This is an optimization exercise on Yosys and OpenROAD, whose aim is small area and few clock cycles, not a production implementation.
In this exercise RTL edits were held to simulation tests only and were not proved equivalent to the original.
Power figures rest on the tool's default switching activity, not on a simulated workload.

## lane 1
==> flow/design.v (excerpt) <==
module bms_codec (
    input  wire        clk,
    input  wire        rst,
    input  wire        req_valid,
    output wire        req_ready,
    input  wire [31:0] req_word,
    input  wire        din_valid,
    output wire        din_ready,
    input  wire [7:0]  din_byte,
    output wire        rsp_valid,
    output wire [3:0]  rsp_status,
    output wire [31:0] rsp_value,
    output wire        rsd_valid,
    output wire [7:0]  rsd_byte,
    output wire        tx_valid,
    output wire [7:0]  tx_byte,
    output wire        rxf_valid,
    output wire [7:0]  rxf_byte
);
export LEC_CHECK = 0
export CAP_MARGIN = 20
export CORE_MARGIN = 2
export CORE_UTILIZATION = 60
export CTS_CLUSTER_DIAMETER = 80
export CTS_CLUSTER_SIZE = 30
export PLACE_DENSITY = 0.8
export SLEW_MARGIN = 20
create_clock -name core_clock -period 6.5 [get_ports {clk}]
standard.sh (not shown) runs the stock make flow with config.mk's settings and CLKGATE_MAP_FILE= SYNTH_SCRIPT=/design/flow/synth_recipe.tcl, a recipe that flattens the netlist after the stock synthesis.
==> flow/flow/run.sh <==
#!/bin/bash
# Layout flow: the standard flow (the standard.sh, all steps) with two
# changes to how the layout is made:
#  - ports are buffered with the smallest buffer (sky130_fd_sc_hd__buf_1)
#    instead of the delay buffer the resizer picks by default;
#  - clock tree synthesis inserts no dummy loads.
# Each tool's full output stays in the ORFS logs under orfs/logs/; the
# output of standard.sh itself goes to standard.log in this folder.
set -e
export BUFFER_PORTS_ARGS="-buffer_cell sky130_fd_sc_hd__buf_1"
export CTS_ARGS="-sink_clustering_enable -repair_clock_nets -sink_clustering_size 30 -sink_clustering_max_diameter 80 -dont_use_dummy_load"
bash standard.sh > standard.log 2>&1
Testbench counts of lane 1, summed over its fixed seeds: cycles 22,536.
Here is what was changed in the inputs of lane 2 compared with lane 1.
--- a/flow/design.v
+++ b/flow/design.v
@@ -158,25 +158,24 @@
     wire wr_ok = !(pend_rxf && (!h_rxf || rx_len[5:0] > o_idx || (cnt_one && deliver_w)));
     wire       rebase = (rx_len == 7'd0) && !pend_rxf;
     wire [5:0] wdel   = rd + 6'd1 - rx_len[5:0];         
     wire [5:0] wdel1  = wdel - 6'd1;
     wire       w_al   = rebase || (wdel1[LSW-1:0] == 0);
     wire [5:0] wport  = rebase ? 6'd1 : wdel;
     assign din_ready = ie_busy && (ie_mode != M_PUSH || (wr_ok && w_al));
     wire din_fire = din_valid && din_ready;
     wire ie_last  = din_fire && cnt_one;
     wire wr       = din_fire && (ie_mode == M_PUSH);
-    wire [6:0] rx_len1  = !wr ? rx_len : (ie_last && deliver_w) ? 7'd0 : len_w;
-    wire       b0_1     = wr ? b0_w   : rx_b0ok;
-    wire       b1_1     = wr ? b1_w   : rx_b1ok;
-    wire       last_1   = wr ? last_w : rx_last0d;
-    wire       rxf_1    = pend_rxf || (wr && ie_last && deliver_w);
+    wire       dlv      = wr && cnt_one && deliver_w;    
+    wire [6:0] rx_len1  = !wr ? rx_len : dlv ? 7'd0 : len_w;
+    wire       len1_nz  = !wr ? (rx_len != 7'd0) : !dlv;
+    wire       rxf_1    = pend_rxf || dlv;
     wire [3:0]  op   = req_word[31:28];
     wire [15:0] n16  = req_word[15:0];
     wire        has_data = (op == 4'h6) || (op == 4'h7);
     wire        n_zero   = (n16 == 16'd0);
     reg legal;
     always @(*) begin
         case (op)
             4'h1: legal = (req_word[27:11] == 17'd0);
             4'h2: legal = (req_word[27:0] == 28'd0);
             4'h3: legal = req_word[24] ? (req_word[27:25] == 3'd0)
@@ -199,22 +198,28 @@
             3'd4: cmd_cid2 = CID2_ANALOG0;
             default: cmd_cid2 = CID2_ANALOG1;
         endcase
     end
     wire cmd_has_info = (enc_req[2:0] == 3'd4) || (enc_req[2:0] == 3'd5);
     wire [7:0]  enc_cid2     = enc_cmd ? cmd_cid2 : enc_req[23:16];
     wire        enc_has_info = enc_cmd ? cmd_has_info : enc_req[24];
     wire [15:0] enc_info     = enc_cmd ? ANALOG_INFO : enc_req[15:0];
     wire [5:0] lsum = {2'd0, n16[11:8]} + {2'd0, n16[7:4]} + {2'd0, n16[3:0]};
     wire [3:0] lchk = (~lsum[3:0]) + 4'd1;
-    wire       ovf    = (n16[15:7] != 9'd0) || ({1'b0, rx_len1} + {1'b0, n16[6:0]} > 8'd64);
-    wire [2:0] st_0   = vstat(rx_len1, b0_1, b1_1, last_1);
+    wire       n_big  = (n16[15:7] != 9'd0);
+    wire [7:0] len_n  = {1'b0, rx_len} + {1'b0, n16[6:0]};
+    wire       ovf_0  = n_big || (len_n > 8'd64);
+    wire       ovf_1  = n_big || (len_n > 8'd63);       
+    wire       ovf_2  = n_big || (n16[6:0] > 7'd64);
+    wire       ovf    = !wr ? ovf_0 : dlv ? ovf_2 : ovf_1;
+    wire [2:0] st_r   = vstat(rx_len, rx_b0ok, rx_b1ok, rx_last0d);
+    wire [2:0] st_0   = wr ? st_w : st_r;
     wire stall = ((op == 4'h1) && pend_cfgrd) ||
                  ((op == 4'h3 || op == 4'h4) && pend_enc) ||
                  ((op == 4'h5) && pend_lchk) ||
                  ((op == 4'h6) && pend_pchk) ||
                  ((op == 4'h7) && n_zero && rxf_1) ||
                  ((op == 4'h8) && pend_peek) ||
                  ((op == 4'h2) && pend_cfgr);
     wire ie_free = !ie_busy || ie_last;
     assign req_ready = ie_free && !q_v[q_wp] && !stall;
     wire req_fire = req_valid && req_ready;
@@ -286,21 +291,21 @@
         if (rst)
             rd <= 6'd0;
         else if (wr && rebase)
             rd <= 6'd1;
         else
             rd <= rd + 6'd1;
     end
     wire acc_ok   = req_fire && !fault && legal;
     wire pop      = h_go && rsp_valid;
     wire new_rxf  = (ie_last && ie_mode == M_PUSH && deliver_w) ||
-                    (acc_ok && op == 4'h7 && n_zero && !ovf && rx_len1 != 7'd0 && st_0 == ST_OK);
+                    (acc_ok && op == 4'h7 && n_zero && !ovf && len1_nz && st_0 == ST_OK);
     always @(posedge clk) begin
         if (rst) begin
             pend_enc  <= 1'b0;
             pend_cfgr <= 1'b0;
             pend_pchk <= 1'b0;
             pend_lchk <= 1'b0;
             pend_peek <= 1'b0;
             pend_rxf  <= 1'b0;
         end else begin
             if (acc_ok && (op == 4'h3 || op == 4'h4))        pend_enc  <= 1'b1;
@@ -397,24 +402,24 @@
                     end
                     4'h7: begin  
                         if (ovf) begin
                             fault        <= 1'b1;
                             q_kind[q_wp] <= {1'b0, ST_CAP_FAULT};
                             if (!n_zero)
                                 ie_busy <= 1'b1;
                         end else if (!n_zero) begin
                             ie_busy <= 1'b1;
                             ie_mode <= M_PUSH;
-                        end else if (rx_len1 != 7'd0) begin
+                        end else if (len1_nz) begin
                             if (st_0 == ST_OK) begin
                                 q_kind[q_wp] <= K_RXF;
-                                rxf_len      <= rx_len1;
+                                rxf_len      <= rx_len;
                                 rx_len       <= 7'd0;
                             end else begin
                                 q_kind[q_wp] <= {1'b0, st_0};
                             end
                         end
                     end
                     default: begin  
                         q_kind[q_wp] <= K_PEEK;
                         peek_len     <= rx_len1;
                     end
Findings:
- Lane 2 -> lane 1: power attributed to the clock group flat
- Synthesized cell count sits lower in lane 2 than in lane 1.
- NOTE: post-route cell area in lane 2 falls short of that of lane 1
- Changes observed in lane 2 relative to lane 1: global-route usage fell 1.5 points, wire length on met1 decreased 2.8%, largest driver fanout on the critical path rose 7, part of the cycle the worst path needs lost 4.5 points.
- Comparing lane 1 and lane 2, the higher worst setup slack before clock tree synthesis was measured on lane 2.
- Compare lane 1 and lane 2 | die height higher: lane 1
- Lane 2 ended up with a lower routed length on met3 than lane 1 did.
- Re setup slack: lane 1 was lower than lane 2.
Testbench counts of lane 2, summed over its fixed seeds: cycles 22,536.

afterwards: timing with drivers on the ports:
How much do the figures lean on ideal ports? The routed layouts below were timed once more, with nothing changed but the port constraints. Step 1, drivers: a clkbuf_16 drives clk and a buf_2 each remaining input, both assumed. Step 2 times the ports against the registers' clock, not the clock port: input delays grow and output delays shrink by t, the midpoint of the rising clock arrivals with the driver on. Slacks: ideal / step 1 / step 2; pairs: ideal / step 1.
| run | shift t [ns] | setup slack, ns | worst hold slack (ns) |
|---|---|---|---|
| lane 1 | 0.641 | 0.328 / 0.341 / -0.301 | 0.264 / 0.264 / 0.264 |
| lane 2 | 0.621 | 0.623 / 0.570 / 0.874 | 0.223 / 0.223 / 0.223 |
With both steps, setup timing fails in lane 1, where it was met with ideal ports. For lane 1, which loses most, drivers alone change the setup slack by +0.013 ns; drivers and shift together by -0.629 ns.
